This design comes from an exercise in tuning for small area and a short achievable clock period on the open sky130 flow, not from production work.
At most, simulation tests tie the RTL to the original design; equivalence was not proved.
No driver is modelled on the clock port, so clocking that relies on it looks cheaper here than on a real chip.
Power figures rest on the tool's default switching activity, not on a simulated workload.

the reference run:
// frame_rx
module frame_rx (
    input  wire        clk,
    input  wire        rst,           
    input  wire        in_valid,
    input  wire [7:0]  in_byte,
    output reg         pl_valid,      
    output wire [7:0]  pl_byte,
    output reg         fr_valid,      
    output reg  [2:0]  fr_status,
    output wire [7:0]  fr_ver,
    output wire [7:0]  fr_type,
    output wire [7:0]  fr_seq,
    output wire [15:0] fr_len
);
    localparam [7:0]  SYNC = 8'hA5;
    localparam [16:0] WCNT_PRE = 17'h0788F;
    localparam [2:0] ST_OK        = 3'd0;
    localparam [2:0] ST_TOO_SHORT = 3'd1;
    localparam [2:0] ST_TRUNCATED = 3'd2;
    localparam [2:0] ST_OVERFLOW  = 3'd3;
    localparam [2:0] ST_BAD_SYNC  = 3'd4;
    localparam [2:0] ST_BAD_LEN   = 3'd5;
    localparam [2:0] ST_BAD_CRC   = 3'd6;
    function [15:0] crc_step;
        input [15:0] acc_in;
        input [7:0]  b;
        reg   [15:0] acc;
        integer      k;
        begin
            acc = acc_in ^ {b, 8'h00};
            for (k = 0; k < 8; k = k + 1) begin
                if (acc[15])
                    acc = {acc[14:0], 1'b0} ^ 16'h1021;
                else
                    acc = {acc[14:0], 1'b0};
            end
            crc_step = acc;
        end
    endfunction
    reg        first;      
    reg        is_code;    
    reg [7:0]  rem;
    reg        zpend;      
  ...
For scale: ~430 cells after synthesis, ~64 I/O pins, roughly 5600 um2 of cells after synthesis.
==> module frame_rx, before the edit <==
module frame_rx (
    input  wire        clk,
    input  wire        rst,           
    input  wire        in_valid,
    input  wire [7:0]  in_byte,
    output reg         pl_valid,      
    output wire [7:0]  pl_byte,
    output reg         fr_valid,      
    output reg  [2:0]  fr_status,
    output wire [7:0]  fr_ver,
    output wire [7:0]  fr_type,
    output wire [7:0]  fr_seq,
    output wire [15:0] fr_len
);
    localparam [7:0]  SYNC = 8'hA5;
    localparam [16:0] WCNT_PRE = 17'h0788F;
    localparam [2:0] ST_OK        = 3'd0;
    localparam [2:0] ST_TOO_SHORT = 3'd1;
    localparam [2:0] ST_TRUNCATED = 3'd2;
    localparam [2:0] ST_OVERFLOW  = 3'd3;
    localparam [2:0] ST_BAD_SYNC  = 3'd4;
    localparam [2:0] ST_BAD_LEN   = 3'd5;
    localparam [2:0] ST_BAD_CRC   = 3'd6;
    function [15:0] crc_step;
        input [15:0] acc_in;
        input [7:0]  b;
        reg   [15:0] acc;
        integer      k;
        begin
            acc = acc_in ^ {b, 8'h00};
            for (k = 0; k < 8; k = k + 1) begin
                if (acc[15])
                    acc = {acc[14:0], 1'b0} ^ 16'h1021;
                else
                    acc = {acc[14:0], 1'b0};
            end
            crc_step = acc;
        end
    endfunction
    reg        first;      
    reg        is_code;    
    reg [7:0]  rem;
    reg        zpend;      
    reg [16:0] wcnt;       
    reg        full;       
    reg        ovf;        
    reg [3:0]  cnt;        
    reg [15:0] pl_left;    
    reg        pl_zero;    
    reg [1:0]  tail;       
    reg        sync_ok;    
    reg [7:0]  d_ver, d_type, d_seq, d_len_lo, d_len_hi;
    reg [7:0]  b1;         
    reg [15:0] crc;        
    reg        crc_ok;     
    wire        in_z_hi, in_z_lo, in_z_31;
    frx_nor4 u_z_hi (.a(in_byte[7:4]), .y(in_z_hi));
    frx_nor4 u_z_lo (.a(in_byte[3:0]), .y(in_z_lo));
    frx_nor3 u_z_31 (.a(in_byte[3:1]), .y(in_z_31));
    wire        in_hz     = in_z_hi && in_z_31;    
    wire        in_nz     = !(in_z_hi && in_z_lo);
    wire [7:0]  in_xnor_crc;                       
    genvar gi;
    generate
        for (gi = 0; gi < 8; gi = gi + 1) begin : g_eq
            frx_xnor2 u_x (.a(in_byte[gi]), .b(crc[8+gi]), .y(in_xnor_crc[gi]));
        end
    endgenerate
    wire        in_ne_lo, in_ne_hi, in_eq_crc;     
    frx_nand4 u_ne_lo (.a(in_xnor_crc[3:0]), .y(in_ne_lo));
    frx_nand4 u_ne_hi (.a(in_xnor_crc[7:4]), .y(in_ne_hi));
    frx_nor2  u_eq    (.a(in_ne_lo), .b(in_ne_hi), .y(in_eq_crc));
    wire        take;
    frx_and2 u_take (.a(in_valid), .b(first || !full), .y(take));
    wire        dec_cond = is_code ? (!first && zpend) : 1'b1;
    wire        dec_wr;
    frx_and2 u_dec_wr (.a(in_valid), .b(dec_cond), .y(dec_wr));
    wire [7:0]  dec_byte = is_code ? 8'h00 : in_byte;
    wire        hdr_done = (cnt >= 4'd6);
    wire        in_pl    = hdr_done && !pl_zero;
    wire        pl_load  = (cnt == 4'd5);
    wire        pl_en, tail_en;
    frx_and2 u_pl_en (.a(in_valid), .b(dec_cond && (pl_load || in_pl)), .y(pl_en));
    frx_and2 u_tail_en (.a(in_valid),
                        .b(dec_cond && (pl_load || (hdr_done && !in_pl && tail != 2'd3))),
                        .y(tail_en));
    assign pl_byte = b1;
    assign fr_ver  = d_ver;
    assign fr_type = d_type;
    assign fr_seq  = d_seq;
    assign fr_len  = {d_len_hi, d_len_lo};
    reg  [2:0]  verdict;
    always @(*) begin
        if (first)                         verdict = ST_TOO_SHORT;
        else if (ovf)                      verdict = ST_OVERFLOW;
        else if (!is_code)                 verdict = ST_TRUNCATED;
        else if (cnt != 4'd8)              verdict = ST_TOO_SHORT;
        else if (!sync_ok)                 verdict = ST_BAD_SYNC;
        else if (!pl_zero || tail != 2'd2) verdict = ST_BAD_LEN;
        else if (!crc_ok)                  verdict = ST_BAD_CRC;
        else                               verdict = ST_OK;
    end
    always @(posedge clk) begin
        if (rst) begin
            first    <= 1'b1;
            is_code  <= 1'b1;
            pl_valid <= 1'b0;
            fr_valid <= 1'b0;
        end else begin
            pl_valid <= dec_wr && in_nz && !full && in_pl;
            fr_valid <= in_valid && !in_nz;
            if (in_valid) begin
                first   <= !in_nz;
                is_code <= !in_nz || (is_code ? in_hz : (rem == 8'd2));
            end
        end
    end
    always @(posedge clk) begin
        fr_status <= verdict;
        if (in_valid)
            rem <= is_code ? in_byte : rem - 8'd1;
        if (take) begin
            wcnt <= first ? 17'd0 : {wcnt[15:0], ~(wcnt[16] ^ wcnt[13])};
            full <= !first && (wcnt == WCNT_PRE);
        end
        if (in_valid)
            ovf <= !first && (ovf || full);
        if (in_valid && is_code)
            zpend <= (in_byte != 8'hFF);
        if (in_valid && first)
            cnt <= 4'd0;
        else if (dec_wr && cnt != 4'd8)
            cnt <= cnt + 4'd1;
        case (cnt)
            4'd0: sync_ok  <= !is_code && (in_byte == SYNC);
            4'd1: d_ver    <= dec_byte;
            4'd2: d_type   <= dec_byte;
            4'd3: d_seq    <= dec_byte;
            4'd4: d_len_lo <= dec_byte;
            4'd5: d_len_hi <= dec_byte;
            default: ;
        endcase
        if (dec_wr) begin
            b1     <= dec_byte;
            crc_ok <= (is_code ? (crc[15:8] == 8'd0) : in_eq_crc) &&
                      (crc[7:0] == b1);
            if (cnt < 4'd2)
                crc <= 16'hFFFF;
            else
                crc <= crc_step(crc, b1);
        end
        if (pl_en) begin
            if (pl_load) begin
                pl_left <= {dec_byte, d_len_lo};
                pl_zero <= is_code && (d_len_lo == 8'd0);
            end else begin
                pl_left <= pl_left - 16'd1;
                pl_zero <= (pl_left == 16'd1);
            end
        end
        if (tail_en)
            tail <= pl_load ? 2'd0 : tail + 2'd1;
    end
endmodule
==> module frx_and2, before the edit <==
module frx_and2 (
    input  wire a,
    input  wire b,
    output wire y
);
    assign y = a & b;
endmodule
==> flow/config.mk <==
export PLATFORM = sky130hd
export DESIGN_NAME = frame_rx
export DESIGN_NICKNAME = frame_rx
export VERILOG_FILES = /design/flow/design.v
export SDC_FILE = /design/flow/constraint.sdc
export NUM_CORES = 4
export LEC_CHECK = 0
export CAP_MARGIN = 20
export CORE_MARGIN = 2
export CORE_UTILIZATION = 55
export PLACE_DENSITY = 0.7
export SETUP_SLACK_MARGIN = 3.1
export SLEW_MARGIN = 20
export SYNTH_HIERARCHICAL = 1
export SYNTH_MINIMUM_KEEP_SIZE = 0
==> flow/constraint.sdc <==
create_clock -name core_clock -period 5.0 [get_ports {clk}]
set_input_delay 1.0000 -clock core_clock [delete_from_list [all_inputs] [get_ports {clk}]]
set_output_delay 1.0000 -clock core_clock [all_outputs]
set_load 0.01 [all_outputs]
standard.sh (not shown) runs the stock make flow with config.mk's settings and CLKGATE_MAP_FILE= SYNTH_SCRIPT=/design/flow/synth_recipe.tcl, a recipe that flattens the netlist after the stock synthesis.
==> flow/flow/run.sh <==
#!/bin/bash
# Standard layout (the standard.sh, standard synthesis unchanged) with:
#  - the port buffers inserted as the smallest buffer cell;
#  - a one-level clock tree built by flow/manual_cts.tcl before clock tree
#    synthesis (the clock port drives four buffers, each driving a quarter of
#    the registers).
# Every tool's output goes to standard.log.
here=$(pwd)
bash standard.sh "BUFFER_PORTS_ARGS=-buffer_cell sky130_fd_sc_hd__buf_1" \
  "PRE_CTS_TCL=$here/flow/manual_cts.tcl" \
  finish > standard.log 2>&1
==> flow/flow/manual_cts.tcl <==
# Clock tree, sourced before ORFS's clock tree synthesis (PRE_CTS_TCL).
# The clock port drives four clock buffers; each drives the clock pins of a
# quarter of the registers, split by their placed position (two halves by x,
# each split in two by y), and sits at their centroid. Every register's clock
# passes through exactly one buffer, so all arrive together. TritonCTS then
# finds no unbuffered clock net and leaves the tree as it is.
set cts_buf sky130_fd_sc_hd__clkbuf_16
if { [info exists ::env(MANUAL_CTS_BUF)] } { set cts_buf $::env(MANUAL_CTS_BUF) }
set block [ord::get_db_block]
set clknet [[$block findBTerm clk] getNet]
set sinks {}
foreach it [$clknet getITerms] {
  set inst [$it getInst]
  set loc [$inst getLocation]
  lappend sinks [list [lindex $loc 0] [lindex $loc 1] "[$inst getName]/[[$it getMTerm] getName]"]
}
puts "manual_cts: [llength $sinks] clock sinks, buffer $cts_buf"
set xs [lsort -integer -index 0 $sinks]
set half [expr {[llength $xs] / 2}]
set groups {}
foreach g [list [lrange $xs 0 [expr {$half - 1}]] [lrange $xs $half end]] {
  set ys [lsort -integer -index 1 $g]
  set h [expr {[llength $ys] / 2}]
  lappend groups [lrange $ys 0 [expr {$h - 1}]]
  lappend groups [lrange $ys $h end]
}
set dbu [$block getDbUnitsPerMicron]
set k 0
foreach g $groups {
  set sx 0
  set sy 0
  set pins {}
  foreach s $g {
    incr sx [lindex $s 0]
    incr sy [lindex $s 1]
    lappend pins [sta::find_pin [lindex $s 2]]
  }
  set cx [expr {double($sx) / [llength $g] / $dbu}]
  set cy [expr {double($sy) / [llength $g] / $dbu}]
  insert_buffer -buffer_cell $cts_buf -net [$clknet getName] -load_pins $pins \
    -location [list $cx $cy] -buffer_name clkbuf_m$k -net_name clknet_m$k
  puts "manual_cts: clkbuf_m$k drives [llength $g] sinks at ($cx, $cy)"
  incr k
}
foreach n [$block getNets] {
  if { [string match clknet_m* [$n getName]] } { $n setSigType CLOCK }
}
$clknet setSigType CLOCK
detailed_placement
set_propagated_clock [all_clocks]
### the reference run -> the trial run
-- flow/design.v --
<<< the reference run, line 71
    frx_nand4 u_ne_hi (.a(in_xnor_crc[7:4]), .y(in_ne_hi));
    frx_nor2  u_eq    (.a(in_ne_lo), .b(in_ne_hi), .y(in_eq_crc));
    wire        take;
    frx_and2 u_take (.a(in_valid), .b(first || !full), .y(take));
    wire        dec_cond = is_code ? (!first && zpend) : 1'b1;
    wire        dec_wr;
    frx_and2 u_dec_wr (.a(in_valid), .b(dec_cond), .y(dec_wr));
    wire [7:0]  dec_byte = is_code ? 8'h00 : in_byte;
    wire        hdr_done = (cnt >= 4'd6);
    wire        in_pl    = hdr_done && !pl_zero;
    wire        pl_load  = (cnt == 4'd5);
    wire        pl_en, tail_en;
    frx_and2 u_pl_en (.a(in_valid), .b(dec_cond && (pl_load || in_pl)), .y(pl_en));
    frx_and2 u_tail_en (.a(in_valid),
                        .b(dec_cond && (pl_load || (hdr_done && !in_pl && tail != 2'd3))),
                        .y(tail_en));
    assign pl_byte = b1;
    assign fr_ver  = d_ver;
>>> the trial run, line 71
    frx_nand4 u_ne_hi (.a(in_xnor_crc[7:4]), .y(in_ne_hi));
    frx_nor2  u_eq    (.a(in_ne_lo), .b(in_ne_hi), .y(in_eq_crc));
    wire        take     = in_valid && (first || !full);
    wire        dec_cond = is_code ? (!first && zpend) : 1'b1;
    wire        dec_wr   = in_valid && dec_cond;
    wire [7:0]  dec_byte = is_code ? 8'h00 : in_byte;
    wire        hdr_done = (cnt >= 4'd6);
    wire        in_pl    = hdr_done && !pl_zero;
    assign pl_byte = b1;
    assign fr_ver  = d_ver;
<<< the reference run, line 149
            else
                crc <= crc_step(crc, b1);
        end
        if (pl_en) begin
            if (pl_load) begin
                pl_left <= {dec_byte, d_len_lo};
                pl_zero <= is_code && (d_len_lo == 8'd0);
            end else begin
                pl_left <= pl_left - 16'd1;
                pl_zero <= (pl_left == 16'd1);
            end
        end
        if (tail_en)
            tail <= pl_load ? 2'd0 : tail + 2'd1;
    end
endmodule
>>> the trial run, line 141
            else
                crc <= crc_step(crc, b1);
            if (cnt == 4'd5) begin
                pl_left <= {dec_byte, d_len_lo};
                pl_zero <= is_code && (d_len_lo == 8'd0);
                tail    <= 2'd0;
            end else if (in_pl) begin
                pl_left <= pl_left - 16'd1;
                pl_zero <= (pl_left == 16'd1);
            end else if (hdr_done && tail != 2'd3) begin
                tail <= tail + 2'd1;
            end
        end
    end
endmodule
<<< the reference run, line 195
    assign y = ~(a | b);
endmodule
module frx_and2 (
    input  wire a,
    input  wire b,
    output wire y
);
    assign y = a & b;
endmodule
>>> the trial run, line 186
    assign y = ~(a | b);
endmodule
The reference run and the trial run ended up with roughly the same internal power.
Re combinational share of power: the reference run and the trial run aren't equal, and the higher value belongs to the trial run.
Compared with the reference run, the trial run shows worst hold slack across all endpoints higher by 0.024 ns.
The trial run vs the reference run, count of buffers added by post-CTS timing repair for setup went up by 1.
Going from the reference run to the trial run, routed via count divided by cell count grew by a few percent.
The register-to-register slack of the trial run was superior to that of the reference run.
Function not checked in the reference run: the RTL went through the layout flow alone.

-- port drivers added, routing unchanged --
In the flow no input, the clock included, has a driving cell. The finished layouts below were timed again as built, in two steps. Step 1 assumes that a clkbuf_16 drives the clock port and a buf_2 every other input. Step 2, shift: input delay + t, output delay - t, t = (earliest + latest rising clock arrival at the registers) / 2. This alone moves slack from input paths to output paths. Three values: no drivers, after step 1, after step 2; two values: the first two.
| run | t (ns) | setup WS [ns] | worst setup path after step 2 | worst data-port slew with drivers (ns) | cell pins on the clock port's net |
|---|---|---|---|---|---|
| the reference run | 0.249 | 3.076 / 3.095 / 2.885 | input to register | 0.06 | 4 |
| the trial run | 0.251 | 3.144 / 3.080 / 2.951 | input to register | 0.04 | 4 |
After both steps setup and hold are still met in every run listed. For the trial run, which loses most, drivers alone change the setup slack by -0.064 ns; drivers and shift together by -0.193 ns.
